This is an optimization exercise on Yosys and OpenROAD, whose aim is small area and few clock cycles, not a production implementation. Function was checked by simulation only, so behaviour that the tests miss may differ from the original. Power is estimated from default activity; no workload was simulated.

== v31 ==
==> flow/design.v (excerpt) <==
module pals2_rsc (
  input             clk,
  input             rst,           
  input             cmd_valid,
  input      [63:0] cmd_word,
  output            cmd_ready,
  output            rsp_valid,
  output reg  [3:0] rsp_flags,
  output reg [15:0] rsp_data,
  output reg        bus_req,
  output            bus_we,
  output      [6:0] bus_dev,
  output      [7:0] bus_addr,
  output reg  [7:0] bus_wdata,
  output      [3:0] bus_len,
  input             bus_done,
  input             bus_ack,
  input      [79:0] bus_rdata,
  input      [31:0] ms_now
);
Size: ~730 cells after synthesis, ~150 flip-flops, ~230 I/O pins, about 7500 µm² of cells after synthesis.
Settings: LEC_CHECK=0, CAP_MARGIN=20, CORE_MARGIN=2, CORE_UTILIZATION=40, PLACE_DENSITY=0.6, SLEW_MARGIN=20; clock period 5.0 ns.
standard.sh (not shown) runs the stock make flow with config.mk's settings and CLKGATE_MAP_FILE= SYNTH_SCRIPT=/design/flow/synth_recipe.tcl, a recipe that flattens the netlist after the stock synthesis.
==> flow/flow/run.sh <==
#!/bin/bash
set -euo pipefail
here=$(pwd)
# ORFS's synth.tcl, with the abc script replaced right after the preamble sets it
sed "s#^source \$::env(SCRIPTS_DIR)/synth_preamble.tcl\$#&\nset abc_args [lreplace \$abc_args 1 1 $here/flow/abc_area.script]#" \
  "$FLOW_HOME/scripts/synth.tcl" > "$here/synth_area.tcl"
grep -q "abc_area.script" "$here/synth_area.tcl"
# The standard flow's synthesis script, sourcing the copy above instead of ORFS's synth.tcl
sed "s#^source \$::env(SCRIPTS_DIR)/synth.tcl\$#source $here/synth_area.tcl#" \
  "$here/synth_recipe.tcl" > "$here/synth_top.tcl"
grep -q "synth_area.tcl" "$here/synth_top.tcl"
export BUFFER_PORTS_ARGS="-buffer_cell sky130_fd_sc_hd__buf_1"
bash standard.sh SYNTH_SCRIPT="$here/synth_top.tcl" finish > "$here/standard.log" 2>&1
==> flow/flow/abc_area.script <==
strash
&get -n
&fraig -x
&put
scorr
dc2
dretime
strash
&get -n
&deepsyn -T 60
&put
&get -n
&dch -f
&nf
&put
v31 reached the final stage; the timing, DRC and antenna checks on its layout passed.
Testbench counts of v31, summed over its fixed seeds: cycles 22,592.
The inputs of v49 differ from those of v31 as listed below.
Settings: swapping 40 for 60 in CORE_UTILIZATION; swapping 0.6 for 0.75 in PLACE_DENSITY; putting CTS_BUF_LIST at sky130_fd_sc_hd__clkbuf_4 sky130_fd_sc_hd__clkbuf_8 where nothing was set.
[summary]
- Delta (v49 minus v31): HPWL after detailed placement fell by 4.1%, layout buffer count excluding clock buffers saw a decrease, peak ir drop on the vdd network shows a reduction of 0.000010 V, first-pass iteration count of the detailed router increased by 1 relative to the old numbers, met2 capacity usage during global routing rose 18 points.
- Summary of v49 over v31: number of buffer cells added on primary ports was more or less identical, post-layout worst setup margin dropped 38 ps, routed wire length shows a reduction of 1.3 mm.
- v49 vs v31: first-pass GRT wire length down
- On clock buffer count, the higher figure sits with v31, not v49.
The inputs of v54 differ from those of v49 as listed below.
Settings: swapping 0.75 for 0.6 in PLACE_DENSITY; swapping sky130_fd_sc_hd__clkbuf_4 sky130_fd_sc_hd__clkbuf_8 for sky130_fd_sc_hd__clkbuf_8 in CTS_BUF_LIST; swapping 60 for 40 in CORE_UTILIZATION.
Compared with v49, v54 shows worst voltage drop across the vdd grid that has gone down by a little under 10%.
Looking only at placement-stage cell area, and setting everything else aside, the higher value of v54 and v49 goes to v54.
Placed instance count in v54 vs v49: up 72
Compared to v49, v54 has portion of total power attributed to sequential cells 0.2 points lower.
Fraction of area in registers ends up lower on v54.
After detailed routing, v49 needs less wire than v54.
v54 vs. v49: worst hold-check slack saw a decrease, worst setup slack saw an increase, final total power saw an increase.
Edits applied to the flow inputs when going from v54 to v1:
Settings: CAP_MARGIN: 20 -> 5; SLEW_MARGIN: 20 -> 5.
Results
v1 went all the way through synthesis, placement and routing and the layout is clean on timing, DRC and antenna.
As far as cell area after layout goes, v1 and v54 are indistinguishable; the numbers are identical.
Between v1 and v54, the difference in power share of the clock group is negligible.
Re logic depth of the worst register-to-register path: no difference whatsoever between v1 and v54.
Reported for v1 and v54, antenna diode count turned out identical to the last digit.
The fraction of power consumed by combinational cells of v54 and that of v1 are within noise of each other.
Edits applied to the flow inputs when going from v1 to v44:
Settings: SLEW_MARGIN: 5 -> 20; CTS_CLUSTER_DIAMETER: unset -> 100; CAP_MARGIN: 5 -> 20; CTS_CLUSTER_SIZE: unset -> 30.
Results
v44: no failed stages, no open violations at the end. For pin slew with the least headroom to its limit, v1 and v44 come out practically identical. v44 -> v1: wire length of the first global-routing pass flat. Any difference in power between v1 and v44 is small enough to ignore.

what the ideal ports hide:
No port has a modelled driver above. Below, the same layouts with a new extraction and two added sets of constraints.
Step 1, drivers: a clkbuf_16 drives clk and a buf_2 each remaining input, both assumed.
Step 2 adds t to the input delays and takes it off the output delays; t is the mean of the earliest and latest rising clock arrival at the registers after step 1. Input paths then give back, and output paths get back, about the clock's delay inside the block.
a / b / c = no drivers / after step 1 / after step 2; a / b = the first two.
| run | t (ns) | setup slack, ns | worst register clock-pin slew, ns | worst slew at a driven data input, ns |
|---|---|---|---|---|
| v31 | 0.466 | 0.893 / 0.905 / 0.440 | 0.07 / 0.07 | 0.06 |
| v49 | 0.507 | 0.855 / 0.858 / 0.351 | 0.09 / 0.09 | 0.05 |
| v54 | 0.484 | 0.937 / 0.944 / 0.459 | 0.09 / 0.09 | 0.06 |
| v1 | 0.484 | 0.937 / 0.944 / 0.459 | 0.09 / 0.09 | 0.06 |
| v44 | 0.484 | 0.937 / 0.944 / 0.459 | 0.09 / 0.09 | 0.06 |
After both steps setup and hold are still met in every run listed. The setup slack of v49, which loses most, moves by +0.003 ns with the drivers and by -0.504 ns with both steps.
